Context: an optimization exercise on an open-source flow, tuned for small area, a short achievable clock period and few clock cycles per item. The choices shown serve that exercise and are no tape-out recipe. In this exercise RTL edits were held to simulation tests only and were not proved equivalent to the original. Power and IR drop assume default switching activity.

// netblk_rx
module netblk_rx (
    input  wire        clk,
    input  wire        rst,
    input  wire        in_valid,
    output wire        in_ready,
    input  wire [31:0] in_data,
    input  wire [2:0]  in_nbytes,    
    input  wire        in_last,
    output wire        res_valid,
    input  wire        res_ready,
    output reg  [2:0]  res_kind,
    output reg  [31:0] res_src,
    output reg  [7:0]  res_type,
    output reg  [15:0] res_id,
    output reg  [15:0] res_seq,
    output reg  [10:0] res_dlen,
    output reg  [1:0]  res_rstat,
    output reg  [15:0] res_ip_csum,
    output reg  [15:0] res_icmp_csum
);
    localparam [10:0] CNT0 = 11'd2020;    
    function [15:0] oc_add;
        input [15:0] a;
        input [15:0] b;
        reg   [15:0] g, p, g1, p1, g2, p2, g3, p3, g4;
        integer i;
        begin
            g = a & b;
            p = a ^ b;
            for (i = 0; i < 16; i = i + 1) begin
                g1[i] = g[i]  | (p[i]  & g[(i + 15) % 16]);
                p1[i] = p[i]  & p[(i + 15) % 16];
            end
            for (i = 0; i < 16; i = i + 1) begin
                g2[i] = g1[i] | (p1[i] & g1[(i + 14) % 16]);
                p2[i] = p1[i] & p1[(i + 14) % 16];
            end
            for (i = 0; i < 16; i = i + 1) begin
                g3[i] = g2[i] | (p2[i] & g2[(i + 12) % 16]);
                p3[i] = p2[i] & p2[(i + 12) % 16];
            end
            for (i = 0; i < 16; i = i + 1)
                g4[i] = g3[i] | (p3[i] & g3[(i + 8) % 16]);
            for (i = 0; i < 16; i = i + 1)
                oc_add[i] = p[i] ^ g4[(i + 15) % 16];
        end
    endfunction
    function [15:0] oc_add3;
        input [15:0] a;
        input [15:0] b;
        input [15:0] c;
        reg   [15:0] s, y;
        begin
            s = a ^ b ^ c;
            y = (a & b) | (a & c) | (b & c);
            oc_add3 = oc_add(s, {y[14:0], y[15]});
        end
    endfunction
    reg        rdy;        
    reg        v1;
    reg [31:0] d1;
    reg [2:0]  nb1;
    reg        l1;
    reg        done;       
    reg        qv;         
    reg [7:0]  at;         
    assign in_ready  = rdy;
    assign res_valid = done;
    wire accept = in_valid && rdy;
  ...
For scale: ~780 cells after synthesis, about 170 flip-flops, roughly 160 I/O pins, about 8500 sq um of cells after synthesis.
export LEC_CHECK = 0
export CAP_MARGIN = 20
export CORE_MARGIN = 2
export CORE_UTILIZATION = 55
export SLEW_MARGIN = 20
create_clock -name core_clock -period 12.0 [get_ports {clk}]
standard.sh (not shown) runs the stock make flow with config.mk's settings and CLKGATE_MAP_FILE= SYNTH_SCRIPT=/design/flow/synth_recipe.tcl, a recipe that flattens the netlist after the stock synthesis.
==> flow/flow/run.sh <==
#!/bin/bash
# Standard synthesis, then the standard layout with plain buf_1 port buffers
# instead of the delay buffers buffer_ports picks by default, and timing
# repair aiming at a setup slack of 8.9 ns.
set -euo pipefail
bash standard.sh synth > synth.log 2>&1
bash standard.sh BUFFER_PORTS_ARGS="-buffer_cell sky130_fd_sc_hd__buf_1" SETUP_SLACK_MARGIN=8.9 finish > layout.log 2>&1
Testbench counts at the start, summed over its fixed seeds: cycles 117,999, packets 3,200.
==> next run, changes <==
==> flow/flow/run.sh (replaced) <==
#!/bin/bash
# Standard synthesis, then the standard layout with plain buf_1 port buffers
# instead of the delay buffers buffer_ports picks by default, and timing
# repair aiming at a setup slack of 8.3 ns.
set -euo pipefail
bash standard.sh synth > synth.log 2>&1
bash standard.sh BUFFER_PORTS_ARGS="-buffer_cell sky130_fd_sc_hd__buf_1" SETUP_SLACK_MARGIN=8.3 finish > layout.log 2>&1
- CTS_CLUSTER_DIAMETER: default -> 60
- CTS_CLUSTER_SIZE: default -> 40
After rerunning: Wire length drops by a little under a tenth. Final area drops by roughly a tenth. Worst hold slack got worse by 12 ps.
==> next run, changes <==
==> flow/flow/run.sh (replaced) <==
#!/bin/bash
# Standard synthesis, then the standard layout with plain buf_1 port buffers
# instead of the delay buffers buffer_ports picks by default, and timing
# repair aiming at a setup slack of 8.45 ns.
set -euo pipefail
bash standard.sh synth > synth.log 2>&1
bash standard.sh BUFFER_PORTS_ARGS="-buffer_cell sky130_fd_sc_hd__buf_1" SETUP_SLACK_MARGIN=8.45 finish > layout.log 2>&1
- CTS_BUF_LIST: default -> sky130_fd_sc_hd__clkbuf_8
- CTS_CLUSTER_DIAMETER: 60 -> default
- CTS_CLUSTER_SIZE: 40 -> default
Die area is unchanged; setup slack improves by 7.6 ps; sequential share of layout area went up by 0.33 points; via count went up slightly; final cell count went up slightly; area after synthesis does not change; combinational power went up by a few percent.

Another version of the RTL of netblk_rx (not shown whole).
For scale: about 660 cells after synthesis, about 160 flip-flops, ~8100 um2 of cells after synthesis.
==> flow/config.mk <==
export PLATFORM = sky130hd
export DESIGN_NAME = netblk_rx
export DESIGN_NICKNAME = netblk_rx
export VERILOG_FILES = /design/flow/design.v
export SDC_FILE = /design/flow/constraint.sdc
export NUM_CORES = 4
export LEC_CHECK = 0
export CAP_MARGIN = 20
export CORE_MARGIN = 2
export CORE_UTILIZATION = 70
export SLEW_MARGIN = 20
==> flow/constraint.sdc <==
create_clock -name core_clock -period 12.0 [get_ports {clk}]
set_input_delay 2.4000 -clock core_clock [delete_from_list [all_inputs] [get_ports {clk}]]
set_output_delay 2.4000 -clock core_clock [all_outputs]
set_load 0.01 [all_outputs]
==> flow/flow/run.sh <==
#!/bin/bash
# Standard synthesis, then the standard layout with: plain buf_1 port
# buffers instead of the delay buffers buffer_ports picks by default; a
# clock tree of clkbuf_8 leaves under a clkbuf_16 root; and timing repair
# aiming at a setup slack of 8.5 ns.
set -euo pipefail
bash standard.sh synth > synth.log 2>&1
bash standard.sh \
  BUFFER_PORTS_ARGS="-buffer_cell sky130_fd_sc_hd__buf_1" \
  CTS_ARGS="-sink_clustering_enable -repair_clock_nets -buf_list sky130_fd_sc_hd__clkbuf_8 -root_buf sky130_fd_sc_hd__clkbuf_16" \
  SETUP_SLACK_MARGIN=8.5 \
  finish > layout.log 2>&1
The first run finished with timing, DRC and antenna clean.
Testbench counts at the start, summed over its fixed seeds: cycles 117,999, packets 3,200.
Then changed:
--- a/flow/flow/run.sh
+++ b/flow/flow/run.sh
@@ -4,3 +4,3 @@
 # clock tree of clkbuf_8 leaves under a clkbuf_16 root; and timing repair
-# aiming at a setup slack of 8.5 ns.
+# aiming at a setup slack of 8.45 ns.
 set -euo pipefail
@@ -10,3 +10,3 @@
   CTS_ARGS="-sink_clustering_enable -repair_clock_nets -buf_list sky130_fd_sc_hd__clkbuf_8 -root_buf sky130_fd_sc_hd__clkbuf_16" \
-  SETUP_SLACK_MARGIN=8.5 \
+  SETUP_SLACK_MARGIN=8.45 \
   finish > layout.log 2>&1
After rerunning: Global-route usage does not change. Final cell count stays flat. Power stays flat. Setup slack is worse by 5.7 ps.
Then changed:
--- a/flow/flow/run.sh
+++ b/flow/flow/run.sh
@@ -4,3 +4,3 @@
 # clock tree of clkbuf_8 leaves under a clkbuf_16 root; and timing repair
-# aiming at a setup slack of 8.45 ns.
+# aiming at a setup slack of 8.65 ns.
 set -euo pipefail
@@ -10,3 +10,3 @@
   CTS_ARGS="-sink_clustering_enable -repair_clock_nets -buf_list sky130_fd_sc_hd__clkbuf_8 -root_buf sky130_fd_sc_hd__clkbuf_16" \
-  SETUP_SLACK_MARGIN=8.45 \
+  SETUP_SLACK_MARGIN=8.65 \
   finish > layout.log 2>&1
Effect: Clock-buffer cell count stays the same. Register-to-register slack is worse by 20 ps. Sequential power drops by about 1%. Wire length came out higher by about 11%.
Then changed:
--- a/flow/flow/run.sh
+++ b/flow/flow/run.sh
@@ -4,3 +4,3 @@
 # clock tree of clkbuf_8 leaves under a clkbuf_16 root; and timing repair
-# aiming at a setup slack of 8.65 ns.
+# aiming at a setup slack of 8.55 ns.
 set -euo pipefail
@@ -10,3 +10,3 @@
   CTS_ARGS="-sink_clustering_enable -repair_clock_nets -buf_list sky130_fd_sc_hd__clkbuf_8 -root_buf sky130_fd_sc_hd__clkbuf_16" \
-  SETUP_SLACK_MARGIN=8.65 \
+  SETUP_SLACK_MARGIN=8.55 \
   finish > layout.log 2>&1
CORE_UTILIZATION = 62   (was 70)
What happened: Area after synthesis does not change. Wire length fell by about a fifth. Die area rose by roughly a tenth. Worst setup slack loses 7.8 ps. First-iteration DRC count fell by well over a third. Hold slack loses 8.8 ps.

-- port drivers added, routing unchanged --
The results above use ideal ports. As a check the final layouts listed here were re-extracted and re-timed, cells and wires unchanged.
Step 1 (the two cells are an assumption about what drives the block):
set clk [get_ports {clk}]
set_driving_cell -lib_cell sky130_fd_sc_hd__clkbuf_16 $clk
set_driving_cell -lib_cell sky130_fd_sc_hd__buf_2 [delete_from_list [all_inputs] $clk]
Step 2 times the ports against the registers' clock, not the clock port: input delays grow and output delays shrink by t, the midpoint of the rising clock arrivals with the driver on.
Three values: ideal, step 1, step 2; two values: the first two.
| run | shift t [ns] | slack for setup (ns) | worst data-port slew with drivers (ns) |
|---|---|---|---|
| the first run of note 1 | 0.473 | 8.523 / 8.478 / 8.594 | 0.06 |
| the second run of note 1 | 0.469 | 8.447 / 8.402 / 8.273 | 0.06 |
| the third run of note 1 | 0.506 | 8.454 / 8.416 / 8.275 | 0.06 |
| the first run of note 2 | 0.422 | 8.503 / 8.495 / 8.097 | 0.04 |
| the second run of note 2 | 0.425 | 8.498 / 8.486 / 8.089 | 0.05 |
| the third run of note 2 | 0.432 | 8.590 / 8.546 / 8.278 | 0.05 |
| the fourth run of note 2 | 0.427 | 8.582 / 8.541 / 8.203 | 0.04 |
After both steps setup and hold are still met in every run listed. For the second run of note 2, which loses most, drivers alone change the setup slack by -0.012 ns; drivers and shift together by -0.409 ns.
